Context: an optimization exercise on an open-source flow, tuned for small area, a short achievable clock period and few clock cycles. The choices shown serve that exercise and are no tape-out recipe. Only simulation tests tie the RTL to the original design; equivalence was not proved. Power is estimated from default activity; no workload was simulated.

===== flow/design.v =====
module bie_rows (
    input  wire        clk,
    input  wire        rst_n,        
    input  wire        bus_valid,
    input  wire        bus_write,
    input  wire [1:0]  bus_size,     
    input  wire [15:0] bus_addr,
    input  wire [31:0] bus_wdata,
    output reg         bus_rvalid,
    output reg  [31:0] bus_rdata,
    output reg         bus_err,
    output wire        irq
);
    localparam K  = 8;             
    localparam WW = 32 + K - 1;    
    localparam E_ILLEGAL  = 3'd1;
    localparam E_BADROW   = 3'd2;
    localparam E_BADLEN   = 3'd3;
    localparam E_BITRANGE = 3'd4;
    localparam E_BUFRANGE = 3'd5;
    function [31:0] brev32(input [31:0] x);
        integer j, b;
        begin
            for (j = 0; j < 4; j = j + 1)
                for (b = 0; b < 8; b = b + 1)
                    brev32[8*j + b] = x[8*j + 7 - b];
        end
    endfunction
    function [2:0] first8(input [7:0] v);
        integer n;
        begin
            first8 = 3'd0;
            for (n = 7; n >= 0; n = n - 1)
                if (v[n]) first8 = n[2:0];
        end
    endfunction
    function [127:0] therm128(input [7:0] v);
        integer p;
        begin
            for (p = 0; p < 128; p = p + 1)
                therm128[p] = (p < v);
        end
    endfunction
    reg        ctrl_ie;
    reg        st_done, st_err, st_sent, st_werr;
    reg [2:0]  st_code;
    reg [31:0] cmd_r;
    reg [31:0] arg0, arg1, arg2, arg3, arg4;
    reg        res0_ones;            
    reg [7:0]  res0_v;
    reg [3:0]  res1_v;
    reg [3:0]  num_rows;
    reg [63:0] lenv;                 
    reg [127:0] syncv;               
    reg [1023:0] rmem;               
    reg [255:0]  bmem;               
    reg        busy;
    wire acc_ok  = bus_valid && (bus_size == 2'd2) && (bus_addr[1:0] == 2'b00);
    wire lo_page = (bus_addr[15:7] == 9'h000);
    wire [4:0] wi = bus_addr[6:2];
    wire is_reg  = lo_page && ((wi <= 5'd6) || (wi >= 5'd8 && wi <= 5'd12) || (wi >= 5'd16 && wi <= 5'd18));
    wire is_len  = (bus_addr[15:5] == 11'h008);
    wire is_sync = (bus_addr[15:5] == 11'h010);
    wire is_buf  = (bus_addr[15:5] == 11'h080);
    wire is_row  = (bus_addr[15:7] == 9'h100);
    wire mapped  = is_reg || is_len || is_sync || is_buf || is_row;
    wire acc_good = acc_ok && mapped;
    wire wr       = acc_good && bus_write;
    wire rd       = acc_good && !bus_write;
    wire rd_cyc   = bus_valid && !bus_write;        
    wire wr_ctrl   = wr && lo_page && (wi == 5'd4);
    wire wr_status = wr && lo_page && (wi == 5'd5);
    wire wr_cmd    = wr && lo_page && (wi == 5'd6);
    wire wr_arg    = wr && lo_page && (wi >= 5'd8) && (wi <= 5'd12);
    wire wr_nrows  = wr && lo_page && (wi == 5'd18);
    wire wr_len    = wr && is_len;
    wire wr_sync   = wr && is_sync;
    wire wr_buf    = wr && is_buf;
    wire wr_row    = wr && is_row;
    wire soft_rst  = wr_ctrl && bus_wdata[0];
    wire dropped   = busy && (wr_cmd || wr_arg || wr_nrows || wr_len || wr_sync || wr_buf || wr_row);
    wire big_wd    = |bus_wdata[31:8];
    wire refused   = !busy && ((wr_nrows && (big_wd || bus_wdata[7:0] > 8'd8)) ||
                               (wr_len && (big_wd || bus_wdata[7:0] > 8'd128)));
    wire issue     = !busy && wr_cmd;
    wire [2:0] w_op = bus_wdata[2:0];
    reg        e_first;              
    reg        e_imm;                
    reg [2:0]  e_icode;              
    reg        e_iwres, e_iones, e_isent, e_ir1;
    reg [7:0]  e_ir0;
    reg [2:0]  e_ra;                 
    reg        e_rav;                
    reg [2:0]  e_jc;                 
    reg        e_jcv;
    reg [2:0]  e_jr;                 
    reg        e_jrv;
    reg [2:0]  e_i;                  
    reg        e_load;               
    reg [7:0]  e_lo, e_hi;           
    reg [7:0]  e_U;                  
    reg [3:0]  e_cnt;
    reg [7:0]  e_p;                  
    reg [7:0]  e_rem;                
    reg        e_slow;               
    reg [1:0]  e_c, e_nclast;        
    reg [1:0]  e_nxc;                
    reg        e_mis;                
    reg [7:0]  e_cl;                 
    reg [7:0]  e_fx;                 
    reg [4:0]  e_fpa;                
    reg [4:0]  e_eb;                 
    reg [3:0]  e_nf;                 
    reg [4:0]  e_nb;                 
    reg        s_v, s_last;          
    reg [K-1:0] s_hit;
    reg [7:0]  s_p;
    reg        eq_r;                 
    reg [127:0] rq;                  
    reg [127:0] rref;                
    reg [31:0] pat;                  
    wire [2:0] opc = cmd_r[2:0];
    wire [7:0]  len_a0    = lenv[8*arg0[2:0] +: 8];    
    wire        row_bad   = (|arg0[31:4]) || (arg0[3:0] >= num_rows);
    wire        a1_big    = |arg1[31:8];
    wire        a3_big    = |arg3[31:8];
    wire        s_gt_len  = a1_big || (arg1[7:0] > len_a0);
    wire [8:0]  sn_sum    = {1'b0, arg1[7:0]} + {1'b0, arg3[7:0]};
    wire        sn_gt_len = a1_big || a3_big || (sn_sum > {1'b0, len_a0});
    wire [8:0]  c8_sum    = arg3[8:0] + 9'd7;
    wire [5:0]  c8_a3     = c8_sum[8:3];                                
    wire        a3_gt256  = (|arg3[31:9]) || (arg3[8] && |arg3[7:0]);
    wire        bufr_c8   = (|arg2[31:6]) || a3_gt256 || ({1'b0, arg2[5:0]} + {1'b0, c8_a3} > 7'd32);
    wire [3:0]  nframes   = arg3[7:0] / 8'd10;                            
    wire        bufr_uart = (|arg2[31:6]) || ({1'b0, arg2[5:0]} + {3'b0, nframes} > 7'd32);
    wire        l_big     = a1_big || (arg1[7:0] > 8'd128);
    wire        k_big     = |arg0[31:4];
    reg  [7:0]  q_eq, q_ge, q_rep;
    integer qi;
    always @(*) begin
        for (qi = 0; qi < 8; qi = qi + 1) begin
            q_eq[qi]  = (qi < num_rows) && !l_big && (lenv[8*qi +: 8] == arg1[7:0]);
            q_ge[qi]  = (qi < num_rows) && !l_big && (lenv[8*qi +: 8] >= arg1[7:0]);
            q_rep[qi] = (qi < num_rows) && (lenv[8*qi +: 8] == len_a0);    
        end
    end
    wire [2:0]  q_eq_i0   = first8(q_eq);
    wire [2:0]  q_ge_i0   = first8(q_ge);
    function [3:0] popc8(input [7:0] v);
        integer n;
        begin
            popc8 = 4'd0;
            for (n = 0; n < 8; n = n + 1)
                popc8 = popc8 + {3'd0, v[n]};
        end
    endfunction
    reg [2:0] pa_sel;
    always @(*) begin
        if (busy)
            pa_sel = e_ra;
        else if (rd_cyc)
            pa_sel = bus_addr[6:4];
        else begin
            case (w_op)
                3'd3:    pa_sel = q_eq_i0;
                3'd4:    pa_sel = q_ge_i0;
                3'd5:    pa_sel = 3'd0;
                default: pa_sel = arg0[2:0];
            endcase
        end
    end
    reg [127:0] port_a;
    integer ri;
    always @(*) begin
        port_a = 128'd0;
        for (ri = 0; ri < 8; ri = ri + 1)
            port_a = port_a | (rmem[128*ri +: 128] & {128{pa_sel == ri[2:0]}});
    end
    wire [4:0] pfa    = busy ? e_fpa : arg2[4:0];
    wire [2:0] bw_sel = (!busy && rd_cyc) ? bus_addr[4:2] : pfa[4:2];
    wire [2:0] bw1    = pfa[4:2] + 3'd1;
    reg [31:0] bword0, bword1;
    integer bi;
    always @(*) begin
        bword0 = 32'd0;
        bword1 = 32'd0;
        for (bi = 0; bi < 8; bi = bi + 1) begin
            bword0 = bword0 | (bmem[32*bi +: 32] & {32{bw_sel == bi[2:0]}});
            if (bi > 0)
                bword1 = bword1 | (bmem[32*bi +: 32] & {32{bw1 == bi[2:0]}});
        end
    end
    wire [63:0] bpair = {bword1, bword0};
    wire [31:0] pat_n = bpair[8*arg2[1:0] +: 32];
    wire [7:0] fsel = e_fx;
    wire [101:0] f1;
    wire [69:0]  f2;
    wire [53:0]  f3;
    wire [45:0]  f4;
    wire [41:0]  f5;
    wire [39:0]  f6;
    wire [38:0]  f7;
    genvar gi;
    generate
        for (gi = 0; gi < 102; gi = gi + 1) begin : g_f1
            if (gi + 64 < 128) begin : g_in
                assign f1[gi] = fsel[6] ? rq[gi + 64] : rq[gi];
            end else begin : g_out
                assign f1[gi] = fsel[6] ? 1'b0 : rq[gi];
            end
        end
        for (gi = 0; gi < 70; gi = gi + 1) begin : g_f2
            assign f2[gi] = fsel[5] ? f1[gi + 32] : f1[gi];
        end
        for (gi = 0; gi < 54; gi = gi + 1) begin : g_f3
            assign f3[gi] = fsel[4] ? f2[gi + 16] : f2[gi];
        end
        for (gi = 0; gi < 46; gi = gi + 1) begin : g_f4
            assign f4[gi] = fsel[3] ? f3[gi + 8] : f3[gi];
        end
        for (gi = 0; gi < 42; gi = gi + 1) begin : g_f5
            assign f5[gi] = fsel[2] ? f4[gi + 4] : f4[gi];
        end
        for (gi = 0; gi < 40; gi = gi + 1) begin : g_f6
            assign f6[gi] = fsel[1] ? f5[gi + 2] : f5[gi];
        end
        for (gi = 0; gi < 39; gi = gi + 1) begin : g_f7
            assign f7[gi] = fsel[0] ? f6[gi + 1] : f6[gi];
        end
    endgenerate
    wire [WW-1:0] win = fsel[7] ? {WW{1'b0}} : f7;
    wire [127:0] cmask    = therm128(e_hi) & ~therm128(e_lo);
    wire         row_eq   = ~|((rref ^ rq) & cmask);
    wire [127:0] inv_data = rq ^ cmask;
    reg [31:0] pmask;
    integer pi;
    always @(*) begin
        for (pi = 0; pi < 32; pi = pi + 1)
            pmask[pi] = (e_cl > pi);
    end
    reg [K-1:0] wmatch, whit;
    integer ki;
    always @(*) begin
        for (ki = 0; ki < K; ki = ki + 1) begin
            wmatch[ki] = ~|((win[ki +: 32] ^ pat) & pmask);
            whit[ki]   = wmatch[ki] && (e_rem >= ki);
        end
    end
    reg [7:0] kf;                    
    always @(*) begin
        kf = 8'd0;
        for (ki = K - 1; ki >= 0; ki = ki - 1)
            if (s_hit[ki]) kf = ki[7:0];
    end
    reg        fin, f_err, f_wres, f_ones, f_sent;
    reg [2:0]  f_code;
    reg [7:0]  f_r0;
    reg [3:0]  f_r1;
    reg        row_we;               
    reg        buf_we;               
    reg [7:0]  buf_wd;               
    reg  [7:0] above_ra;
    always @(*) begin
        for (qi = 0; qi < 8; qi = qi + 1)
            above_ra[qi] = (qi > e_ra);
    end
    wire [7:0] fr_nxt   = e_U & above_ra;              
    wire [7:0] oh_jr    = 8'd1 << e_jr;
    wire [7:0] oh_ra    = 8'd1 << e_ra;
    wire [3:0] cnt1     = e_cnt + {3'd0, eq_r};
    wire       cnt1_ge  = !k_big && (cnt1 >= arg0[3:0]);
    wire [7:0] fr_U1    = eq_r ? (e_U & ~oh_jr) : e_U;
    wire       fr_last  = e_jrv && !e_jcv && !e_rav;
    wire [7:0] fr_rest  = e_U & ~oh_ra;                
    wire       fr_hope  = !k_big && (popc8(e_U) >= arg0[3:0]);
    wire [2:0] e_jr1    = e_jr + 3'd1;
    wire       cr_qn    = (e_jr != 3'd7) && e_U[e_jr1];
    wire [2:0] e_ra1    = e_ra + 3'd1;
    wire       cr_fq    = (e_ra != 3'd7) && e_U[e_ra1];
    wire       ua_ok    = !win[0] && win[9];
    always @(*) begin
        fin = 1'b0; f_err = 1'b0; f_code = 3'd0; f_wres = 1'b0; f_ones = 1'b0; f_sent = 1'b0;
        f_r0 = 8'd0; f_r1 = 4'd0;
        row_we = 1'b0; buf_we = 1'b0; buf_wd = 8'd0;
        if (busy) begin
            if (e_first && e_imm) begin
                fin = 1'b1; f_err = (e_icode != 3'd0); f_code = e_icode; f_wres = e_iwres;
                f_ones = e_iones; f_sent = e_isent; f_r0 = e_ir0; f_r1 = {3'd0, e_ir1};
            end else begin
                case (opc)
                    3'd1: begin                                          
                        f_wres = 1'b1;
                        if (s_v) begin
                            if (|s_hit) begin
                                fin = 1'b1; f_r0 = s_p + kf;
                            end else if (s_last) begin
                                fin = 1'b1; f_r0 = len_a0; f_sent = 1'b1;
                            end
                        end
                    end
                    3'd2: begin                                          
                        buf_we = 1'b1;
                        buf_wd = win[7:0] & pmask[7:0];
                        f_r0 = {3'd0, e_nb};
                        f_wres = 1'b1;
                        fin = (e_cl <= 8'd8);
                    end
                    3'd3, 3'd4: begin                                    
                        f_wres = 1'b1;
                        if (e_load) begin
                            if (!fr_hope) begin
                                fin = 1'b1; f_ones = 1'b1; f_sent = 1'b1;
                            end else if (fr_rest == 8'd0) begin
                                fin = 1'b1; f_r0 = {5'd0, e_ra}; f_r1 = 4'd1;
                            end
                        end else if (fr_last) begin
                            if (cnt1_ge) begin
                                fin = 1'b1; f_r0 = {5'd0, e_i}; f_r1 = cnt1;
                            end else if (fr_U1 == 8'd0) begin
                                fin = 1'b1; f_ones = 1'b1; f_sent = 1'b1;
                            end
                        end
                    end
                    3'd5: begin                                          
                        f_wres = 1'b1;
                        row_we = 1'b1;
                        fin = ({1'b0, e_jc} == num_rows - 4'd1);
                    end
                    3'd6: begin                                          
                        f_wres = 1'b1;
                        f_r0 = {4'd0, cnt1};
                        fin = e_jrv && (!eq_r || !cr_qn);
                    end
                    default: begin                                       
                        f_wres = 1'b1;
                        if (ua_ok) begin
                            buf_we = 1'b1;
                            buf_wd = {win[1], win[2], win[3], win[4], win[5], win[6], win[7], win[8]};
                            if (e_cnt + 4'd1 == e_nf) begin
                                fin = 1'b1; f_r0 = {4'd0, e_nf}; f_r1 = e_nf;
                            end
                        end else begin
                            fin = 1'b1; f_ones = 1'b1; f_r1 = e_cnt; f_sent = 1'b1;
                        end
                    end
                endcase
            end
        end
    end
    wire fin_vis  = fin && !ctrl_ie;
    wire vis_busy = busy && !fin_vis;
    wire vis_done = fin_vis ? 1'b1 : (st_done && !busy);
    wire vis_err  = fin_vis ? f_err : (st_err && !busy);
    wire vis_sent = fin_vis ? (f_sent && !f_err) : (st_sent && !busy);
    wire [2:0] vis_code = fin_vis ? f_code : (busy ? 3'd0 : st_code);
    assign irq = st_done & ctrl_ie;
    wire [31:0] status_word = {16'h0, 5'd0, vis_code, 2'b00, vis_done & ctrl_ie, st_werr, vis_sent,
                               vis_err, vis_done, vis_busy};
    reg [31:0] rdata_mux;
    wire [31:0] row_word = port_a[32*bus_addr[3:2] +: 32];
    always @(*) begin
        rdata_mux = 32'h0;
        if (lo_page) begin
            case (wi)
                5'd0:  rdata_mux = 32'h42490100;
                5'd1:  rdata_mux = 32'd8;
                5'd2:  rdata_mux = 32'd16;
                5'd3:  rdata_mux = 32'd32;
                5'd4:  rdata_mux = {30'h0, ctrl_ie, 1'b0};
                5'd5:  rdata_mux = status_word;
                5'd6:  rdata_mux = cmd_r;
                5'd8:  rdata_mux = arg0;
                5'd9:  rdata_mux = arg1;
                5'd10: rdata_mux = arg2;
                5'd11: rdata_mux = arg3;
                5'd12: rdata_mux = arg4;
                5'd16: rdata_mux = res0_ones ? 32'hFFFFFFFF : {24'h0, res0_v};
                5'd17: rdata_mux = {28'h0, res1_v};
                5'd18: rdata_mux = {28'h0, num_rows};
                default: rdata_mux = 32'h0;
            endcase
        end
        if (is_len)  rdata_mux = {24'h0, lenv[8*bus_addr[4:2] +: 8]};
        if (is_sync) rdata_mux = {16'h0, syncv[16*bus_addr[4:2] +: 16]};
        if (is_buf)  rdata_mux = brev32(bword0);
        if (is_row)  rdata_mux = brev32(row_word);
    end
    always @(posedge clk) begin
        if (!rst_n) begin
            bus_rvalid <= 1'b0;
            bus_rdata  <= 32'h0;
            bus_err    <= 1'b0;
        end else begin
            bus_rvalid <= bus_valid;
            bus_err    <= bus_valid && !acc_good;
            bus_rdata  <= rd ? rdata_mux : 32'h0;
        end
    end
    wire [127:0] row_wd = busy ? inv_data : {4{brev32(bus_wdata)}};
    wire [31:0]  buf_bd = brev32(bus_wdata);
    genvar gr, gw, gb;
    generate
        for (gr = 0; gr < 8; gr = gr + 1) begin : g_row
            for (gw = 0; gw < 4; gw = gw + 1) begin : g_word
                wire we = (!busy && wr_row && bus_addr[6:4] == gr && bus_addr[3:2] == gw) ||
                          (row_we && e_jc == gr);
                always @(posedge clk)
                    if (we) rmem[128*gr + 32*gw +: 32] <= row_wd[32*gw +: 32];
            end
        end
        for (gb = 0; gb < 32; gb = gb + 1) begin : g_buf
            wire we = (!busy && wr_buf && bus_addr[4:2] == gb / 4) || (buf_we && e_eb == gb);
            wire [7:0] d = busy ? buf_wd : buf_bd[8*(gb % 4) +: 8];
            always @(posedge clk)
                if (we) bmem[8*gb +: 8] <= d;
        end
    endgenerate
    wire       w_legal  = (bus_wdata[31:3] == 29'd0);
    wire [8:0] s_lastp  = {1'b0, len_a0} - {1'b0, arg3[7:0]};          
    wire       s_slow   = (arg3[7:0] > 8'd32) || a3_big;
    wire [7:0] s_nc1    = arg3[7:0] - 8'd1;
    wire [1:0] s_nclast = s_nc1[6:5];
    wire [7:0] q_sel    = w_op[2] ? q_ge : q_eq;
    wire [2:0] q_i0     = w_op[2] ? q_ge_i0 : q_eq_i0;
    wire [7:0] q_U0     = q_sel & ~(8'd1 << q_i0);
    wire       q_hope   = !k_big && ((w_op[2] ? popc8(q_ge) : popc8(q_eq)) >= arg0[3:0]);
    wire [2:0] a0_1     = arg0[2:0] + 3'd1;
    wire       a0_1q    = (arg0[2:0] != 3'd7) && q_rep[a0_1];
    reg        i_imm, i_wres, i_ones, i_sent, i_r1;
    reg [2:0]  i_code;
    reg [7:0]  i_r0;
    always @(*) begin
        i_imm = 1'b1; i_wres = 1'b0; i_ones = 1'b0; i_sent = 1'b0; i_r1 = 1'b0;
        i_code = 3'd0; i_r0 = 8'd0;
        if (!w_legal)
            i_code = E_ILLEGAL;
        else begin
            case (w_op)
                3'd0: ;
                3'd1: begin
                    if (row_bad)             i_code = E_BADROW;
                    else if (arg3 == 32'd0)  i_code = E_BADLEN;
                    else if (s_gt_len)       i_code = E_BITRANGE;
                    else if (bufr_c8)        i_code = E_BUFRANGE;
                    else if (sn_gt_len) begin
                        i_wres = 1'b1; i_r0 = len_a0; i_sent = 1'b1;
                    end else
                        i_imm = 1'b0;
                end
                3'd2: begin
                    if (row_bad)             i_code = E_BADROW;
                    else if (sn_gt_len)      i_code = E_BITRANGE;
                    else if (bufr_c8)        i_code = E_BUFRANGE;
                    else if (arg3 == 32'd0)  i_wres = 1'b1;
                    else                     i_imm = 1'b0;
                end
                3'd3, 3'd4: begin
                    i_wres = 1'b1;
                    if (q_sel == 8'd0 || !q_hope) begin
                        i_ones = 1'b1; i_sent = 1'b1;
                    end else if (q_U0 == 8'd0) begin
                        i_r0 = {5'd0, q_i0}; i_r1 = 1'b1;
                    end else
                        i_imm = 1'b0;
                end
                3'd5: begin
                    i_wres = 1'b1;
                    if (num_rows != 4'd0) i_imm = 1'b0;
                end
                3'd6: begin
                    if (row_bad)             i_code = E_BADROW;
                    else if (s_gt_len)       i_code = E_BITRANGE;
                    else if (!a0_1q) begin
                        i_wres = 1'b1; i_r0 = 8'd1;
                    end else
                        i_imm = 1'b0;
                end
                default: begin
                    if (row_bad)             i_code = E_BADROW;
                    else if (sn_gt_len)      i_code = E_BITRANGE;
                    else if (bufr_uart)      i_code = E_BUFRANGE;
                    else if (nframes == 4'd0) i_wres = 1'b1;
                    else                     i_imm = 1'b0;
                end
            endcase
        end
    end
    integer x;
    always @(posedge clk) begin
        rq   <= port_a;
        pat  <= pat_n;
        eq_r <= row_eq;
        if (!busy || e_load)
            rref <= port_a;
        if (!rst_n || soft_rst) begin
            busy       <= 1'b0;
            ctrl_ie    <= 1'b0;
            st_done    <= 1'b0;
            st_err     <= 1'b0;
            st_sent    <= 1'b0;
            st_code    <= 3'd0;
            st_werr    <= 1'b0;
            cmd_r      <= 32'h0;
            arg0       <= 32'h0;
            arg1       <= 32'h0;
            arg2       <= 32'h0;
            arg3       <= 32'h0;
            arg4       <= 32'h0;
            res0_ones  <= 1'b0;
            res0_v     <= 8'd0;
            res1_v     <= 4'd0;
            num_rows   <= 4'd0;
            lenv       <= 64'd0;
            syncv      <= 128'd0;
            e_first <= 1'b0; e_imm <= 1'b0; e_icode <= 3'd0; e_iwres <= 1'b0; e_iones <= 1'b0;
            e_isent <= 1'b0; e_ir1 <= 1'b0; e_ir0 <= 8'd0;
            e_ra <= 3'd0; e_rav <= 1'b0; e_jc <= 3'd0; e_jcv <= 1'b0; e_jr <= 3'd0; e_jrv <= 1'b0;
            e_i <= 3'd0; e_load <= 1'b0;
            e_lo <= 8'd0; e_hi <= 8'd0; e_U <= 8'd0; e_cnt <= 4'd0; e_p <= 8'd0; e_rem <= 8'd0;
            e_slow <= 1'b0; e_c <= 2'd0; e_nclast <= 2'd0; e_nxc <= 2'd0; e_mis <= 1'b0;
            e_cl <= 8'd0; e_fx <= 8'd0; e_fpa <= 5'd0; e_eb <= 5'd0; e_nf <= 4'd0; e_nb <= 5'd0;
            s_v <= 1'b0; s_last <= 1'b0; s_hit <= {K{1'b0}}; s_p <= 8'd0;
        end else begin
            if (wr_ctrl)
                ctrl_ie <= bus_wdata[1];
            if (wr_status) begin
                if (bus_wdata[1]) st_done <= 1'b0;
                if (bus_wdata[2]) begin
                    st_err  <= 1'b0;
                    st_code <= 3'd0;
                end
                if (bus_wdata[4]) st_werr <= 1'b0;
            end
            if (dropped || refused)
                st_werr <= 1'b1;
            if (!busy) begin
                if (wr_arg) begin
                    case (wi)
                        5'd8:  arg0 <= bus_wdata;
                        5'd9:  arg1 <= bus_wdata;
                        5'd10: arg2 <= bus_wdata;
                        5'd11: arg3 <= bus_wdata;
                        default: arg4 <= bus_wdata;
                    endcase
                end
                if (wr_nrows && !big_wd && bus_wdata[7:0] <= 8'd8)
                    num_rows <= bus_wdata[3:0];
                for (x = 0; x < 8; x = x + 1) begin
                    if (wr_len && bus_addr[4:2] == x && !big_wd && bus_wdata[7:0] <= 8'd128)
                        lenv[8*x +: 8] <= bus_wdata[7:0];
                    if (wr_sync && bus_addr[4:2] == x)
                        syncv[16*x +: 16] <= bus_wdata[15:0];
                end
            end
            if (issue) begin
                cmd_r    <= bus_wdata;
                st_done  <= 1'b0;
                st_err   <= 1'b0;
                st_code  <= 3'd0;
                st_sent  <= 1'b0;
                busy     <= 1'b1;
                e_first  <= 1'b1;
                e_imm    <= i_imm;
                e_icode  <= i_code;
                e_iwres  <= i_wres;
                e_iones  <= i_ones;
                e_isent  <= i_sent;
                e_ir0    <= i_r0;
                e_ir1    <= i_r1;
                e_cnt    <= 4'd1;
                e_lo     <= 8'd0;
                e_hi     <= len_a0;
                e_ra     <= arg0[2:0];
                e_rav    <= 1'b0;
                e_jc     <= 3'd0;
                e_jcv    <= 1'b0;
                e_jrv    <= 1'b0;
                e_load   <= 1'b0;
                e_U      <= 8'd0;
                e_mis    <= 1'b0;
                e_c      <= 2'd0;
                e_p      <= arg1[7:0];
                e_rem    <= s_lastp[7:0] - arg1[7:0];
                e_cl     <= arg3[7:0];
                e_slow   <= s_slow;
                e_nclast <= s_nclast;
                e_nxc    <= 2'd1;
                e_fpa    <= s_slow ? arg2[4:0] + 5'd4 : arg2[4:0];
                e_eb     <= arg2[4:0];
                e_nf     <= nframes;
                e_nb     <= c8_a3[4:0];
                e_fx     <= arg1[7:0];
                s_v      <= 1'b0;
                case (w_op)
                    3'd3, 3'd4: begin
                        e_hi  <= arg1[7:0];
                        e_i   <= q_i0;
                        e_ra  <= first8(q_U0);
                        e_rav <= 1'b1;
                        e_U   <= q_U0;
                    end
                    3'd5: begin
                        e_ra <= 3'd1;
                        e_hi <= lenv[7:0];
                    end
                    3'd6: begin
                        e_lo  <= arg1[7:0];
                        e_ra  <= a0_1;
                        e_rav <= 1'b1;
                        e_U   <= q_rep;
                    end
                    3'd7: begin
                        e_cnt <= 4'd0;
                    end
                    default: ;
                endcase
            end
            if (busy) begin
                e_first <= 1'b0;
                if (fin) begin
                    busy    <= 1'b0;
                    st_done <= 1'b1;
                    st_err  <= f_err;
                    st_code <= f_code;
                    st_sent <= f_sent && !f_err;
                    if (f_wres && !f_err) begin
                        res0_ones <= f_ones;
                        res0_v    <= f_ones ? 8'hFF : f_r0;
                        res1_v    <= f_r1;
                    end
                end
                case (opc)
                    3'd1: begin
                        s_p <= e_p;
                        if (!e_slow) begin
                            s_v    <= 1'b1;
                            s_hit  <= whit;
                            s_last <= (e_rem < K);
                            e_p    <= e_p + K;
                            e_rem  <= e_rem - K;
                            e_fx   <= e_fx + K;
                        end else begin
                            s_v    <= (e_c == e_nclast);
                            s_hit  <= {{(K-1){1'b0}}, !e_mis && wmatch[0]};
                            s_last <= (e_rem == 8'd0);
                            if (e_c == e_nclast) begin
                                e_c   <= 2'd0;
                                e_mis <= 1'b0;
                                e_cl  <= arg3[7:0];
                                e_p   <= e_p + 8'd1;
                                e_rem <= e_rem - 8'd1;
                                e_fx  <= e_p + 8'd1;
                            end else begin
                                e_c   <= e_c + 2'd1;
                                e_mis <= e_mis || !wmatch[0];
                                e_cl  <= e_cl - 8'd32;
                                e_fx  <= e_fx + 8'd32;
                            end
                            if (e_nxc == e_nclast) begin
                                e_nxc <= 2'd0;
                                e_fpa <= arg2[4:0];
                            end else begin
                                e_nxc <= e_nxc + 2'd1;
                                e_fpa <= e_fpa + 5'd4;
                            end
                        end
                    end
                    3'd2: begin
                        e_eb <= e_eb + 5'd1;
                        e_cl <= e_cl - 8'd8;
                        e_fx <= e_fx + 8'd8;
                    end
                    3'd3, 3'd4: begin
                        if (e_load) begin
                            e_load <= 1'b0;
                            e_i    <= e_ra;
                            e_U    <= fr_rest;
                            e_cnt  <= 4'd1;
                            e_ra   <= first8(fr_rest);
                            e_rav  <= 1'b1;
                            e_jcv  <= 1'b0;
                            e_jrv  <= 1'b0;
                        end else begin
                            e_jc  <= e_ra;
                            e_jcv <= e_rav;
                            if (e_rav) begin
                                e_ra  <= first8(fr_nxt);
                                e_rav <= |fr_nxt;
                            end
                            e_jr  <= e_jc;
                            e_jrv <= e_jcv;
                            if (e_jrv) begin
                                e_cnt <= cnt1;
                                e_U   <= fr_U1;
                            end
                            if (fr_last) begin
                                e_ra   <= first8(fr_U1);
                                e_load <= 1'b1;
                            end
                        end
                    end
                    3'd5: begin
                        e_jc <= e_ra;
                        e_ra <= e_ra + 3'd1;
                        e_hi <= lenv[8*e_ra +: 8];
                    end
                    3'd6: begin
                        e_jc  <= e_ra;
                        e_jcv <= e_rav;
                        e_ra  <= e_ra1;
                        e_rav <= e_rav && cr_fq;
                        e_jr  <= e_jc;
                        e_jrv <= e_jcv;
                        if (e_jrv)
                            e_cnt <= cnt1;
                    end
                    3'd7: begin
                        e_eb  <= e_eb + 5'd1;
                        e_cnt <= e_cnt + 4'd1;
                        e_fx  <= e_fx + 8'd10;
                    end
                    default: ;
                endcase
            end
        end
    end
endmodule

===== flow/run.sh =====
#!/bin/bash
# synth_recipe.tcl (not shown) runs the flow's synth.tcl, then flattens the netlist and writes it again
# the make line also repeats each setting of config.mk as NAME=value (left out here)
make -C /OpenROAD-flow-scripts/flow DESIGN_CONFIG=/design/flow/config.mk WORK_HOME=/design/flow/orfs CLKGATE_MAP_FILE= SYNTH_SCRIPT=/design/flow/synth_recipe.tcl finish

===== flow/config.mk =====
export PLATFORM = sky130hd
export DESIGN_NAME = bie_rows
export DESIGN_NICKNAME = bie_rows
export VERILOG_FILES = /design/flow/design.v
export SDC_FILE = /design/flow/constraint.sdc
export NUM_CORES = 8
export LEC_CHECK = 0
export CAP_MARGIN = 40
export CORE_MARGIN = 2
export CORE_UTILIZATION = 40
export SETUP_SLACK_MARGIN = 5
export SLEW_MARGIN = 40

===== flow/constraint.sdc =====
create_clock -name core_clock -period 10.0 [get_ports {clk}]
set_input_delay 2.0000 -clock core_clock [delete_from_list [all_inputs] [get_ports {clk}]]
set_output_delay 2.0000 -clock core_clock [all_outputs]
set_load 0.01 [all_outputs]

==> results.toml, run 1 <==
[layout]
final_util = 0.479
synthToLayoutAreaGrowth_pct = 19.3
nFillCells = 24800
multi_input_area_mm2 = 0.0529
layout-drive-gt1-share = 0.189
nNetsFinal = 11000
seqCellArea_mm2 = 0.0572

[floorplanning]
dieArea_mm2 = 0.279
ios = 89
die_x_um = 528
core_area_mm2 = 0.273
start_util = 0.402
core.rowCount = 192
die_h_um = 528

[timing]
post-route-period-util = 0.590
drv_slew = 0
rsz0062_at_grt = "yes"
worst-slew-pin-transition_ns = 1.04
setup_viol = 0
whs_ns = 0.450
hold_viol = 0
fin_tns_setup_ns = 0
maxSlewHeadroom = 0.304
period_minus_slack_ns = 5.90
fmax_ghz = 0.169
fin_skew_ns = 0.138

[worst_setup_path]
cp-startpoint = "num_rows[3]"
crit-reg2reg-launch = "num_rows[3]"
cp_top_family = "adder cells"
r2r-end = "e_ir0[1]"
r2r_slack_ns = 4.10
critPathMostFrequentCell = "fa_1"
reg2reg_depth = 23
max_stage_delay_ns = 0.54
crit_chain = "nor2_1 > nand2_1 > nand4_1 > buf_6 > buf_4 > nor2_1 > fa_1 > inv_1 > fa_1 > fa_1 > inv_1 > ha_2 > fa_1 > mux2_4 > ha_4 > a21o_1 > a21o_1 > a21oi_2 > nor2_1 > o31ai_2 > or4_4 > nand2b_4 > nand3_1"
critPathRequiredTime_ns = 10.84
crit_arrival_ns = 6.75
crit_slowest_cell = "fa_1"
crit_end = "e_ir0[1]"
crit_path_start_kind = "flip-flop"
cp_max_fo = 14
crit_buf_inv = 4
cp.depth = 23
worstSetupPathType = "reg2reg"
cp-end-kind = "flip-flop"

[clocking]
path_clk_slew_ns = 0.07
cts_max_level = 4
hold_buffers = 0
clock-sinks = 2149
root_buffer = "clkbuf_16"
cts_made_buffers = 237
clockBufferDepth = 4
cts_tree = "done"
clk_latency_ns = 1.01

[yosys]
synthCells = 10500
synth_compound_area_frac = 0.176
netlist_area_mm2 = 0.110
synthXorXnorAreaFrac = 0.0510
synth-async-reset-ratio = 0
synth_edf_count = 1408
yosysWarningCount = 1
avgSynthCellArea_um2 = 10.5
ys_seq_area_frac = 0.520
synth_fa_ha_area_frac = 0.0259
synthSimpleGateAreaFrac = 0.113
synth_flop_cell = "edfxtp_1"
yosysUniqueCellTypes = 102
synth_top_family_by_area = "compound AO/OA/AOI/OAI gates"
synth_mux_area_frac = 0.0794
synthesis.nets = 10700
yosys_register_bits = 2149

[power_and_ir_drop]
pwr_density_cell_mw_per_mm2 = 167
p_total_mw = 21.9
p_leak_nw = 44.4
irDropWorstVdd_mv = 0.173

[routing]
vias = 98300
avgRoutedWirePerCell_um = 42.2
viasPerCell = 6.77
drtPass1Iterations = 8
drt-initial-drc-count = 15600
remaining_drc_errors = 0
ant_nets = 0
drt_wl_total_um = 612000

[global_routing]
grt_first_pass_wirelength_um = 804000
track_usage = 0.421
overflow = 0
grt_max_degree = 128
grt_pass1_vias = 90300
antenna_found_initial = 39

[hold_path]
hold_path.class = "reg2reg"

[run_status]
status = "timing/DRC/antenna clean"

[job]
cap_viol_max_count = 0

[placed_design]
place.detailed.hpwl_um = 429000
routabilityCongestion = 1.06
io_buffers = 88
[cells by family after synthesis]
logic type | after synthesis
AOI/OAI and AO/OA | 3007
xor gates and xnor gates | 639
adders and majority gates | 214
buffers and inverters | 966
DFF | 2149
muxes | 659
and+or+nand+nor | 2822
[per-layer routing]
layer / track usage / vias up / part of all wire
met3: 0.100 / 1672 / 0.11
met5: 0 / - / 0.00069
met2: 0.618 / 7347 / 0.42
li1: - / 39700 / -
met4: 0.300 / 26 / 0.090
met1: 0.544 / 49500 / 0.38
[registers in the layout, indices dropped and copies added, names as in the netlist, 32 cells and up]
name       count
syncv        128
rq           128
arg2          32
rmem        1024
arg4          32
cmd_r         32
arg0          32
pat           32
bmem         256
bus_rdata     32
rref         128
lenv          64
arg3          32
arg1          32
[cell type report]
type | instances | share of cell area
tap | 3589 | 0.0343
multi-input combinational | 7350 | 0.404
sequential | 2149 | 0.437
clock buffer | 307 | 0.0491
clock inverter | 129 | 0.0111
antenna | 22 | 0.000421
inverter | 179 | 0.00547
timing repair buffer | 785 | 0.0585
[tightest hold or removal path, stage by stage (launching register included)]
cell,delay [ns]
dfxtp_1,0.31
nand2_1,0.05
a21oi_1,0.05
[stage by stage]
step | instances | area, um2 | worst slack (ns)
CTS | 14400 | 129000 | 4.17
floorplan | 10500 | 110000 | 4.48
global route | 14500 | 131000 | 3.99
detailed placement | 13800 | 118000 | 2.19
finish | 14500 | 131000 | 4.10
global placement | 13800 | 117000 | 1.83
[worst min path at each step]
stage	from	depth (start not counted)	endpoint
after floorplan	e_iwres	2	e_iwres
after global routing	arg4[11]	2	arg4[11]
after global placement	e_ir0[3]	2	e_ir0[3]
after detailed placement	e_ir1	1	e_ir1
final	arg4[11]	2	arg4[11]
after CTS	e_ir1	1	e_ir1
[synth_stat cells, drive strengths merged, types with 16 or more instances]
cell type / number / area [um2]
a32o: 21 / 210
and2: 48 / 300
edfxtp: 1408 / 42300
nand4: 49 / 307
or3: 21 / 131
a32oi: 23 / 201
nor3: 133 / 681
a31oi: 105 / 657
a21o: 69 / 518
a221o: 25 / 250
a31o: 17 / 149
inv: 174 / 653
buf: 225 / 990
a221oi: 210 / 1840
nor2b: 60 / 375
ha: 186 / 2330
nand3b: 17 / 128
fa: 23 / 460
o211ai: 63 / 473
a2111oi: 18 / 159
clkbuf: 562 / 2110
o21a: 30 / 225
a21oi: 1025 / 5130
nor2: 590 / 2220
dfxtp: 741 / 14800
o22ai: 245 / 1550
o2bb2ai: 18 / 158
a22oi: 225 / 1690
mux2: 133 / 1500
nand2b: 57 / 357
a22o: 50 / 438
mux2i: 370 / 3700
mux4: 156 / 3510
nand2: 1414 / 5310
and3: 89 / 557
nor4: 80 / 500
xor2: 224 / 1960
xnor2: 415 / 3630
or2: 23 / 144
o31ai: 35 / 263
a211oi: 97 / 733
o221ai: 78 / 683
a2bb2oi: 16 / 146
o21ai: 477 / 2390
nand3: 188 / 941
[cells in the final DEF (no fill, tap or decap), types with 125 or more instances in the layout]
cell	instances
a21oi_1	934
a221oi_1	189
a22oi_1	218
buf_4	540
clkbuf_16	249
dfxtp_1	704
edfxtp_1	1408
ha_1	181
inv_1	155
mux2_2	125
mux2i_1	345
mux4_2	156
nand2_1	1379
nand3_1	174
nor2_1	532
o21ai_0	363
o22ai_1	206
xnor2_1	415
xor2_1	224
[repair_timing]
| item | in CTS | in global routing |
|---|---|---|
| endpoints found under the setup margin | 2401 | 1182 |
| pin swaps | 63 | 51 |
| resized for setup | 385 | 214 |
| hold endpoints to repair | 0 | 0 |
| gates cloned | 17 | 13 |
| buffers inserted | 122 | 68 |
[power breakdown]
| group | total, mW | internal [mW] | switching [mW] |
|---|---|---|---|
| logic | 2.89 | 0.936 | 1.96 |
| clock network | 9.05 | 5.18 | 3.87 |
| registers | 9.92 | 9.64 | 0.279 |
| total | 21.9 | 15.8 | 6.11 |
Testbench counts, summed over its fixed seeds: cycles 6,931.
==> run 2, diff against run 1 <==
--- a/flow/design.v
+++ b/flow/design.v
@@ -66,6 +66,6 @@
     wire mapped  = is_reg || is_len || is_sync || is_buf || is_row;
     wire acc_good = acc_ok && mapped;
-    wire wr       = acc_good && bus_write;
-    wire rd       = acc_good && !bus_write;
+    wire wr       = acc_ok && bus_write;           
+    wire rd       = acc_ok && !bus_write;          
     wire rd_cyc   = bus_valid && !bus_write;        
     wire wr_ctrl   = wr && lo_page && (wi == 5'd4);
@@ -106,5 +106,4 @@
     reg [1:0]  e_c, e_nclast;        
     reg [1:0]  e_nxc;                
-    reg        e_mis;                
     reg [7:0]  e_cl;                 
     reg [7:0]  e_fx;                 
@@ -113,8 +112,15 @@
     reg [3:0]  e_nf;                 
     reg [4:0]  e_nb;                 
-    reg        s_v, s_last;          
-    reg [K-1:0] s_hit;
+    reg        s_v, s_end, s_last;   
+    reg [4*K-1:0] s_part;            
+    reg [K-1:0] s_rok;               
+    reg        s_mis;                
     reg [7:0]  s_p;
     reg        eq_r;                 
+    reg        u_v, u_ok, u_last;    
+    reg [7:0]  u_byte;
+    reg [3:0]  e_uf;                 
+    reg [3:0]  e_npc;                
+    reg        e_hchk;               
     reg [127:0] rq;                  
     reg [127:0] rref;                
@@ -130,8 +136,10 @@
     wire [8:0]  c8_sum    = arg3[8:0] + 9'd7;
     wire [5:0]  c8_a3     = c8_sum[8:3];                                
-    wire        a3_gt256  = (|arg3[31:9]) || (arg3[8] && |arg3[7:0]);
-    wire        bufr_c8   = (|arg2[31:6]) || a3_gt256 || ({1'b0, arg2[5:0]} + {1'b0, c8_a3} > 7'd32);
+    wire [9:0]  c8_tot    = {1'b0, arg3[8:0]} + {1'b0, arg2[5:0], 3'b000};
+    wire        bufr_c8   = (|arg2[31:6]) || (|arg3[31:9]) || (c8_tot > 10'd256);
     wire [3:0]  nframes   = arg3[7:0] / 8'd10;                            
-    wire        bufr_uart = (|arg2[31:6]) || ({1'b0, arg2[5:0]} + {3'b0, nframes} > 7'd32);
+    wire [9:0]  ua_tot    = {2'b0, arg3[7:0]} + {1'b0, arg2[5:0], 3'b000} + {3'b0, arg2[5:0], 1'b0};
+    wire        bufr_uart = (|arg2[31:6]) || (ua_tot >= 10'd330);
+    wire        nb_lt10   = (arg3[7:0] < 8'd10);
     wire        l_big     = a1_big || (arg1[7:0] > 8'd128);
     wire        k_big     = |arg0[31:4];
@@ -155,19 +163,8 @@
         end
     endfunction
-    reg [2:0] pa_sel;
-    always @(*) begin
-        if (busy)
-            pa_sel = e_ra;
-        else if (rd_cyc)
-            pa_sel = bus_addr[6:4];
-        else begin
-            case (w_op)
-                3'd3:    pa_sel = q_eq_i0;
-                3'd4:    pa_sel = q_ge_i0;
-                3'd5:    pa_sel = 3'd0;
-                default: pa_sel = arg0[2:0];
-            endcase
-        end
-    end
+    wire [7:0] psel_pf  = 8'd1 << arg0[2:0];
+    wire [7:0] psel_bus = 8'd1 << bus_addr[6:4];
+    wire [7:0] psel_eng = 8'd1 << e_ra;
+    wire [7:0] psel     = busy ? psel_eng : (rd_cyc ? psel_bus : psel_pf);
     reg [127:0] port_a;
     integer ri;
@@ -175,5 +172,5 @@
         port_a = 128'd0;
         for (ri = 0; ri < 8; ri = ri + 1)
-            port_a = port_a | (rmem[128*ri +: 128] & {128{pa_sel == ri[2:0]}});
+            port_a = port_a | (rmem[128*ri +: 128] & {128{psel[ri]}});
     end
     wire [4:0] pfa    = busy ? e_fpa : arg2[4:0];
@@ -239,12 +236,21 @@
             pmask[pi] = (e_cl > pi);
     end
-    reg [K-1:0] wmatch, whit;
-    integer ki;
+    reg [4*K-1:0] wpart;
+    reg [K-1:0]   wrok;
+    reg [31:0]    wdiff;
+    integer ki, kg;
     always @(*) begin
         for (ki = 0; ki < K; ki = ki + 1) begin
-            wmatch[ki] = ~|((win[ki +: 32] ^ pat) & pmask);
-            whit[ki]   = wmatch[ki] && (e_rem >= ki);
+            wdiff = (win[ki +: 32] ^ pat) & pmask;
+            for (kg = 0; kg < 4; kg = kg + 1)
+                wpart[4*ki + kg] = |wdiff[8*kg +: 8];
+            wrok[ki] = (e_rem >= ki);
         end
     end
+    reg [K-1:0] s_hit;
+    always @(*) begin
+        for (ki = 0; ki < K; ki = ki + 1)
+            s_hit[ki] = ~|s_part[4*ki +: 4] && (e_slow ? (ki == 0 && !s_mis) : s_rok[ki]);
+    end
     reg [7:0] kf;                    
     always @(*) begin
@@ -273,5 +279,6 @@
     wire       fr_last  = e_jrv && !e_jcv && !e_rav;
     wire [7:0] fr_rest  = e_U & ~oh_ra;                
-    wire       fr_hope  = !k_big && (popc8(e_U) >= arg0[3:0]);
+    wire       fr_hope  = !k_big && (e_npc >= arg0[3:0]);                            
+    wire       fr_hope1 = !k_big && ({1'b0, e_npc} + 5'd1 >= {1'b0, arg0[3:0]});    
     wire [2:0] e_jr1    = e_jr + 3'd1;
     wire       cr_qn    = (e_jr != 3'd7) && e_U[e_jr1];
@@ -291,5 +298,5 @@
                     3'd1: begin                                          
                         f_wres = 1'b1;
-                        if (s_v) begin
+                        if (s_v && s_end) begin
                             if (|s_hit) begin
                                 fin = 1'b1; f_r0 = s_p + kf;
@@ -300,17 +307,28 @@
                     end
                     3'd2: begin                                          
-                        buf_we = 1'b1;
-                        buf_wd = win[7:0] & pmask[7:0];
                         f_r0 = {3'd0, e_nb};
                         f_wres = 1'b1;
-                        fin = (e_cl <= 8'd8);
+                        if (u_v) begin
+                            buf_we = 1'b1;
+                            buf_wd = u_byte;
+                            fin = u_last;
+                        end
                     end
                     3'd3, 3'd4: begin                                    
                         f_wres = 1'b1;
-                        if (e_load) begin
-                            if (!fr_hope) begin
+                        if (e_hchk) begin
+                            if (!fr_hope1) begin
+                                fin = 1'b1; f_ones = 1'b1; f_sent = 1'b1;
+                            end
+                        end else if (e_load) begin
+                            if (!e_first && !fr_hope) begin
                                 fin = 1'b1; f_ones = 1'b1; f_sent = 1'b1;
                             end else if (fr_rest == 8'd0) begin
-                                fin = 1'b1; f_r0 = {5'd0, e_ra}; f_r1 = 4'd1;
+                                fin = 1'b1;
+                                if (k_le1) begin
+                                    f_r0 = {5'd0, e_ra}; f_r1 = 4'd1;
+                                end else begin
+                                    f_ones = 1'b1; f_sent = 1'b1;
+                                end
                             end
                         end else if (fr_last) begin
@@ -324,6 +342,6 @@
                     3'd5: begin                                          
                         f_wres = 1'b1;
-                        row_we = 1'b1;
-                        fin = ({1'b0, e_jc} == num_rows - 4'd1);
+                        row_we = e_jcv;
+                        fin = e_jcv && ({1'b0, e_jc} == num_rows - 4'd1);
                     end
                     3'd6: begin                                          
@@ -334,12 +352,14 @@
                     default: begin                                       
                         f_wres = 1'b1;
-                        if (ua_ok) begin
-                            buf_we = 1'b1;
-                            buf_wd = {win[1], win[2], win[3], win[4], win[5], win[6], win[7], win[8]};
-                            if (e_cnt + 4'd1 == e_nf) begin
-                                fin = 1'b1; f_r0 = {4'd0, e_nf}; f_r1 = e_nf;
+                        if (u_v) begin
+                            if (u_ok) begin
+                                buf_we = 1'b1;
+                                buf_wd = u_byte;
+                                if (u_last) begin
+                                    fin = 1'b1; f_r0 = {4'd0, e_nf}; f_r1 = e_nf;
+                                end
+                            end else begin
+                                fin = 1'b1; f_ones = 1'b1; f_r1 = e_cnt; f_sent = 1'b1;
                             end
-                        end else begin
-                            fin = 1'b1; f_ones = 1'b1; f_r1 = e_cnt; f_sent = 1'b1;
                         end
                     end
@@ -354,5 +374,16 @@
     wire vis_sent = fin_vis ? (f_sent && !f_err) : (st_sent && !busy);
     wire [2:0] vis_code = fin_vis ? f_code : (busy ? 3'd0 : st_code);
-    assign irq = st_done & ctrl_ie;
+    reg  irq_r;
+    assign irq = irq_r;
+    wire nx_ie = wr_ctrl ? bus_wdata[1] : ctrl_ie;
+    reg  nx_done;
+    always @(*) begin
+        nx_done = st_done;
+        if (wr_status && bus_wdata[1]) nx_done = 1'b0;
+        if (issue)                     nx_done = 1'b0;
+        if (busy && fin)               nx_done = 1'b1;
+    end
+    always @(posedge clk)
+        irq_r <= (!rst_n || soft_rst) ? 1'b0 : (nx_done && nx_ie);
     wire [31:0] status_word = {16'h0, 5'd0, vis_code, 2'b00, vis_done & ctrl_ie, st_werr, vis_sent,
                                vis_err, vis_done, vis_busy};
@@ -424,5 +455,6 @@
     wire [2:0] q_i0     = w_op[2] ? q_ge_i0 : q_eq_i0;
     wire [7:0] q_U0     = q_sel & ~(8'd1 << q_i0);
-    wire       q_hope   = !k_big && ((w_op[2] ? popc8(q_ge) : popc8(q_eq)) >= arg0[3:0]);
+    wire       k_le1    = !k_big && (arg0[3:0] <= 4'd1);
+    wire       q_pf_ok  = (q_i0 == arg0[2:0]);                            
     wire [2:0] a0_1     = arg0[2:0] + 3'd1;
     wire       a0_1q    = (arg0[2:0] != 3'd7) && q_rep[a0_1];
@@ -457,5 +489,5 @@
                 3'd3, 3'd4: begin
                     i_wres = 1'b1;
-                    if (q_sel == 8'd0 || !q_hope) begin
+                    if (q_sel == 8'd0 || (q_U0 == 8'd0 && !k_le1)) begin
                         i_ones = 1'b1; i_sent = 1'b1;
                     end else if (q_U0 == 8'd0) begin
@@ -480,5 +512,5 @@
                     else if (sn_gt_len)      i_code = E_BITRANGE;
                     else if (bufr_uart)      i_code = E_BUFRANGE;
-                    else if (nframes == 4'd0) i_wres = 1'b1;
+                    else if (nb_lt10)        i_wres = 1'b1;
                     else                     i_imm = 1'b0;
                 end
@@ -518,7 +550,9 @@
             e_i <= 3'd0; e_load <= 1'b0;
             e_lo <= 8'd0; e_hi <= 8'd0; e_U <= 8'd0; e_cnt <= 4'd0; e_p <= 8'd0; e_rem <= 8'd0;
-            e_slow <= 1'b0; e_c <= 2'd0; e_nclast <= 2'd0; e_nxc <= 2'd0; e_mis <= 1'b0;
+            e_slow <= 1'b0; e_c <= 2'd0; e_nclast <= 2'd0; e_nxc <= 2'd0;
             e_cl <= 8'd0; e_fx <= 8'd0; e_fpa <= 5'd0; e_eb <= 5'd0; e_nf <= 4'd0; e_nb <= 5'd0;
-            s_v <= 1'b0; s_last <= 1'b0; s_hit <= {K{1'b0}}; s_p <= 8'd0;
+            s_v <= 1'b0; s_end <= 1'b0; s_last <= 1'b0; s_part <= {4*K{1'b0}}; s_rok <= {K{1'b0}};
+            s_mis <= 1'b0; s_p <= 8'd0;
+            u_v <= 1'b0; u_ok <= 1'b0; u_last <= 1'b0; u_byte <= 8'd0; e_uf <= 4'd0; e_npc <= 4'd0; e_hchk <= 1'b0;
         end else begin
             if (wr_ctrl)
@@ -560,4 +594,6 @@
                 st_sent  <= 1'b0;
                 busy     <= 1'b1;
+            end
+            if (!busy) begin
                 e_first  <= 1'b1;
                 e_imm    <= i_imm;
@@ -577,6 +613,6 @@
                 e_jrv    <= 1'b0;
                 e_load   <= 1'b0;
+                e_hchk   <= 1'b0;
                 e_U      <= 8'd0;
-                e_mis    <= 1'b0;
                 e_c      <= 2'd0;
                 e_p      <= arg1[7:0];
@@ -592,15 +628,28 @@
                 e_fx     <= arg1[7:0];
                 s_v      <= 1'b0;
+                s_mis    <= 1'b0;
+                u_v      <= 1'b0;
+                e_uf     <= 4'd0;
                 case (w_op)
                     3'd3, 3'd4: begin
                         e_hi  <= arg1[7:0];
                         e_i   <= q_i0;
-                        e_ra  <= first8(q_U0);
-                        e_rav <= 1'b1;
-                        e_U   <= q_U0;
+                        if (q_pf_ok) begin
+                            e_ra  <= first8(q_U0);
+                            e_rav <= 1'b1;
+                            e_U   <= q_U0;
+                        end else begin
+                            e_ra   <= q_i0;
+                            e_U    <= q_sel;
+                            e_load <= 1'b1;
+                        end
                     end
                     3'd5: begin
-                        e_ra <= 3'd1;
-                        e_hi <= lenv[7:0];
+                        if (arg0[2:0] == 3'd0) begin
+                            e_jcv <= 1'b1;
+                            e_ra  <= 3'd1;
+                            e_hi  <= lenv[7:0];
+                        end else
+                            e_ra  <= 3'd0;
                     end
                     3'd6: begin
@@ -618,4 +667,5 @@
             if (busy) begin
                 e_first <= 1'b0;
+                e_hchk  <= e_first && (opc == 3'd3 || opc == 3'd4);
                 if (fin) begin
                     busy    <= 1'b0;
@@ -632,8 +682,12 @@
                 case (opc)
                     3'd1: begin
-                        s_p <= e_p;
+                        s_v    <= 1'b1;
+                        s_p    <= e_p;
+                        s_part <= wpart;
+                        s_rok  <= wrok;
+                        if (s_v)
+                            s_mis <= s_end ? 1'b0 : (s_mis || (|s_part[3:0]));
                         if (!e_slow) begin
-                            s_v    <= 1'b1;
-                            s_hit  <= whit;
+                            s_end  <= 1'b1;
                             s_last <= (e_rem < K);
                             e_p    <= e_p + K;
@@ -641,10 +695,8 @@
                             e_fx   <= e_fx + K;
                         end else begin
-                            s_v    <= (e_c == e_nclast);
-                            s_hit  <= {{(K-1){1'b0}}, !e_mis && wmatch[0]};
+                            s_end  <= (e_c == e_nclast);
                             s_last <= (e_rem == 8'd0);
                             if (e_c == e_nclast) begin
                                 e_c   <= 2'd0;
-                                e_mis <= 1'b0;
                                 e_cl  <= arg3[7:0];
                                 e_p   <= e_p + 8'd1;
@@ -653,5 +705,4 @@
                             end else begin
                                 e_c   <= e_c + 2'd1;
-                                e_mis <= e_mis || !wmatch[0];
                                 e_cl  <= e_cl - 8'd32;
                                 e_fx  <= e_fx + 8'd32;
@@ -667,7 +718,11 @@
                     end
                     3'd2: begin
-                        e_eb <= e_eb + 5'd1;
-                        e_cl <= e_cl - 8'd8;
-                        e_fx <= e_fx + 8'd8;
+                        u_v    <= 1'b1;
+                        u_byte <= win[7:0] & pmask[7:0];
+                        u_last <= (e_cl <= 8'd8);
+                        e_cl   <= e_cl - 8'd8;
+                        e_fx   <= e_fx + 8'd8;
+                        if (u_v)
+                            e_eb <= e_eb + 5'd1;
                     end
                     3'd3, 3'd4: begin
@@ -676,4 +731,5 @@
                             e_i    <= e_ra;
                             e_U    <= fr_rest;
+                            e_npc  <= e_first ? popc8(fr_rest) : e_npc - 4'd1;
                             e_cnt  <= 4'd1;
                             e_ra   <= first8(fr_rest);
@@ -690,7 +746,10 @@
                             e_jr  <= e_jc;
                             e_jrv <= e_jcv;
+                            if (e_first)
+                                e_npc <= popc8(e_U);
                             if (e_jrv) begin
                                 e_cnt <= cnt1;
                                 e_U   <= fr_U1;
+                                e_npc <= e_npc - {3'd0, eq_r};
                             end
                             if (fr_last) begin
@@ -701,6 +760,7 @@
                     end
                     3'd5: begin
-                        e_jc <= e_ra;
-                        e_ra <= e_ra + 3'd1;
+                        e_jc  <= e_ra;
+                        e_jcv <= 1'b1;
+                        e_ra  <= e_ra + 3'd1;
                         e_hi <= lenv[8*e_ra +: 8];
                     end
@@ -716,7 +776,14 @@
                     end
                     3'd7: begin
-                        e_eb  <= e_eb + 5'd1;
-                        e_cnt <= e_cnt + 4'd1;
-                        e_fx  <= e_fx + 8'd10;
+                        u_v    <= 1'b1;
+                        u_ok   <= ua_ok;
+                        u_byte <= {win[1], win[2], win[3], win[4], win[5], win[6], win[7], win[8]};
+                        u_last <= (e_uf + 4'd1 == e_nf);
+                        e_uf   <= e_uf + 4'd1;
+                        e_fx   <= e_fx + 8'd10;
+                        if (u_v && u_ok) begin
+                            e_eb  <= e_eb + 5'd1;
+                            e_cnt <= e_cnt + 4'd1;
+                        end
                     end
                     default: ;
==> flow/flow/run.sh (new file) <==
#!/bin/bash
# Layout flow: the standard layout (standard.sh), unchanged synthesis, with the timing
# repair after placement and clock-tree synthesis aimed at a setup slack of 6 ns (the
# standard settings stop at 5 ns). Each step's full output goes to a log file here.
set -euo pipefail
bash standard.sh synth > flow_synth.log 2>&1
bash standard.sh SETUP_SLACK_MARGIN=6 finish > flow_layout.log 2>&1
==> flow/standard.sh (new file) <==
#!/bin/bash
# synth_recipe.tcl (not shown) runs the flow's synth.tcl, then flattens the netlist and writes it again
# the make line also repeats each setting of config.mk as NAME=value (left out here)
make -C /OpenROAD-flow-scripts/flow DESIGN_CONFIG=/design/flow/config.mk WORK_HOME=/design/flow/orfs CLKGATE_MAP_FILE= SYNTH_SCRIPT=/design/flow/synth_recipe.tcl "${@:-finish}"
--- a/flow/config.mk
+++ b/flow/config.mk
@@ -9,4 +9,3 @@
 export CORE_MARGIN = 2
 export CORE_UTILIZATION = 40
-export SETUP_SLACK_MARGIN = 5
 export SLEW_MARGIN = 40
removed: flow/run.sh
==> run 2 against run 1 <==
  * Still clean
  * Total power decreased by 4.7%
  * Sequential share of layout area fell by 2.3 points
  * Combinational power decreased by 37%
  * Fmax up 34%
  * Via count increased by 2.0%
  * Largest power group unchanged
  * Highest routed layer unchanged
==> results.toml, run 2 <==
[power_and_ir_drop]
clkPwrFrac = 0.438
switching_share = 0.250
p_sw_mw = 5.21
irDropWorstVdd_mv = 0.170
p_leak_nw = 48.1
pwr_density_cell_mw_per_mm2 = 148
combPwrFrac = 0.087
power.share.sequential = 0.475
intPower_mw = 15.6

[yosys]
synth_flop_cell = "edfxtp_1"
ys_seq_area_frac = 0.536
synth_top_area_share = 0.389
synth.top_cells.by_area = "edfxtp_1 39%, dfxtp_1 15%, nand2_1 4.6%"
yosysWarningCount = 1
synth_top_area_cell = "edfxtp_1"
synthesis.nets = 10300
netlist_area_mm2 = 0.109
yosys-top-cells-count = "1408 x edfxtp_1, 1333 x nand2_1, 927 x a21oi_1, 795 x dfxtp_1, 619 x a22oi_1"
synthCells = 10000
synth-async-reset-ratio = 0
yosysMostFrequentCell = "edfxtp_1"
yosys_register_bits = 2203
avgSynthCellArea_um2 = 10.8
synth_edf_count = 1408
yosysUniqueCellTypes = 108

[worst_setup_path]
crit_arrival_ns = 5.31
critPathMostFrequentCell = "buf_12"
crit-reg2reg-launch = "e_fx[6]"
cp-end-kind = "flip-flop"
cp_max_fo = 25
worstSetupPathType = "in2reg"
critPathRequiredTime_ns = 10.89
crit_slowest_cell = "mux4_2"
cp_top_family = "buffers and inverters"
cp-startpoint = "bus_write"
crit_path_start_kind = "input port"
reg2reg_depth = 14
max_stage_delay_ns = 0.58
cp.depth = 14
crit_end = "bus_rdata[1]"
crit_chain = "buf_8 > nor2b_4 > buf_12 > buf_6 > mux2_4 > buf_4 > o31ai_4 > buf_12 > buf_16 > a22oi_1 > nand4_1 > mux4_2 > nor2_4 > a211oi_1"
r2r_slack_ns = 5.73
crit_buf_inv = 6
r2r-end = "s_part[22]"

[timing]
fin_skew_ns = 0.131
drv_slew = 0
setup_ws_ns = 5.58
period_minus_slack_ns = 4.42
maxSlewHeadroom = 0.300
setup_viol = 0
fmax_ghz = 0.226
post-route-period-util = 0.442
hold_viol = 0
rsz0062_at_grt = "yes"
worst-slew-pin-transition_ns = 1.05
fin_tns_setup_ns = 0

[clocking]
hold_buffers = 0
cts_made_buffers = 235
path_clk_slew_ns = 0.07
clockBufferDepth = 4
clock-sinks = 2203
root_buffer = "clkbuf_16"
cts_tree = "done"
cts_max_level = 4
clk_latency_ns = 1.00

[global_routing]
grt_first_pass_wirelength_um = 759000
overflow = 0
grt_max_degree = 132
grt_pass1_vias = 90100
track_usage = 0.394
antenna_found_initial = 47

[layout]
layout-drive-gt1-share = 0.248
multi_input_area_mm2 = 0.0523
regMostFlops = "rmem"
layout_commonest_cell = "edfxtp_1"
largest_register_ffs = 1024
seqCellArea_mm2 = 0.0583
final_cell_mix = "1408 x edfxtp_1, 1274 x nand2_1, 863 x a21oi_1"
final_cell_area_mm2 = 0.141
instances_no_fill = 14600
nNetsFinal = 11100
synthToLayoutAreaGrowth_pct = 29.8
nFillCells = 22900
reg_top3 = "rmem (1024), bmem (256)"

[placed_design]
routabilityCongestion = 1.06
io_buffers = 88
place_inst = 13300
placed_area_mm2 = 0.115
place_ws_ns = 3.27
place.detailed.hpwl_um = 339000

[floorplanning]
core_area_mm2 = 0.271
die_x_um = 525
core.rowCount = 191
start_util = 0.402
dieArea_mm2 = 0.276
ios = 89
die_h_um = 525

[routing]
vias = 100000
viasPerCell = 6.85
remaining_drc_errors = 0
ant_nets = 0
drtPass1Iterations = 10
drt-initial-drc-count = 17700
avgRoutedWirePerCell_um = 39.7
drt_wl_total_um = 581000

[run_status]
status = "timing/DRC/antenna clean"

[hold_path]
hold_start = "e_ir0[3]"
hold_path.class = "reg2reg"

[job]
cap_viol_max_count = 0
run 2: tightest hold or removal path, cell delays in order (launching register included):
cell,delay (ns)
dfxtp_1,0.33
nand2_1,0.04
o21ai_0,0.05
run 2: area by class of cell:
class,instances,share of cell area
sequential,2203,0.413
multi-input combinational,6925,0.371
timing repair buffer,1254,0.121
clock buffer,316,0.0461
tap,3570,0.0317
clock inverter,119,0.00974
inverter,186,0.00533
antenna,70,0.00124
run 2: worst min-delay path by stage:
stage                       to  slack [ns]  cells past startpoint
floorplan             e_ir0[4]        0.42                      2
global placement      e_ir0[4]        0.43                      2
detailed placement    e_ir0[4]        0.44                      2
CTS                   e_ir0[4]        0.45                      2
global route        syncv[101]        0.47                      2
finish                e_ir0[3]        0.45                      2
run 2: metrics by stage:
| stage | util | hold slack [ns] | total power [mW] |
|---|---|---|---|
| finish | 0.521 | 0.454 | 20.8 |
| global route | 0.521 | 0.467 | 21.1 |
| CTS | 0.497 | 0.454 | 20.5 |
| detailed placement | 0.427 | 0.439 | 11.4 |
| global placement | 0.424 | 0.428 | 11.4 |
| floorplan | - | 0.420 | 10.8 |
run 2: timing repair:
| action | 4_1_cts | 5_1_grt |
|---|---|---|
| endpoints found under the setup margin | 2367 | 1849 |
| setup buffers | 399 | 267 |
| pin swaps | 213 | 239 |
| resized for setup | 895 | 583 |
| cloned | 131 | 58 |
run 2: power by group through the flow:
| stage | Sequential, mW | Combinational (mW) | Clock, mW |
|---|---|---|---|
| after global routing | 9.90 | 1.81 | 9.43 |
| after CTS | 9.89 | 1.53 | 9.06 |
| after global placement | 10.1 | 1.27 | 0 |
| final | 9.90 | 1.82 | 9.12 |
| after detailed placement | 10.1 | 1.29 | 0 |
| after floorplan | 10.0 | 0.759 | 0 |
run 2: routing by layer:
layer  GRT usage  wire length, um
met4       0.307            60400
met3       0.149            85700
met1       0.477           198000
met2       0.562           236000
met5           0              779
run 2: cell families (layout without fill, tap and decap cells):
family,Yosys count,count (layout),share of synthesized area
DFF,2203,2203,0.536
adders and majority gates,220,220,0.0269
xor gates and xnor gates,609,609,0.0492
other,0,70,0
AOI/OAI and AO/OA,2919,2922,0.176
muxes,473,473,0.0689
and+or+nand+nor,2687,2701,0.110
buffers and inverters,929,1875,0.0337
Testbench counts of run 2, summed over its fixed seeds: cycles 7,048.

==> what the ideal ports hide <==
In the flow no input, the clock included, has a driving cell. The finished layouts below were timed again as built, in two steps. Step 1: set_driving_cell puts a clkbuf_16 on clk and a buf_2 on each other input, an assumption about the parent block. Step 2, shift: input delay + t, output delay - t, t = (earliest + latest rising clock arrival at the registers) / 2. This alone moves slack from input paths to output paths. a / b / c = ideal / step 1 / step 2; a / b = the first two.
run | t (ns) | setup WS [ns] | latest minus earliest clock arrival (ns) | worst data-port slew with drivers (ns) | cell pins on the clock port's net
run 1 | 1.054 | 4.096 / 4.096 / 3.656 | 0.150 / 0.150 | 0.08 | 1
run 2 | 1.024 | 5.578 / 5.564 / 4.539 | 0.132 / 0.133 | 0.26 | 1
After both steps setup and hold are still met in every run listed. The setup slack of run 2, which loses most, moves by -0.014 ns with the drivers and by -1.039 ns with both steps.
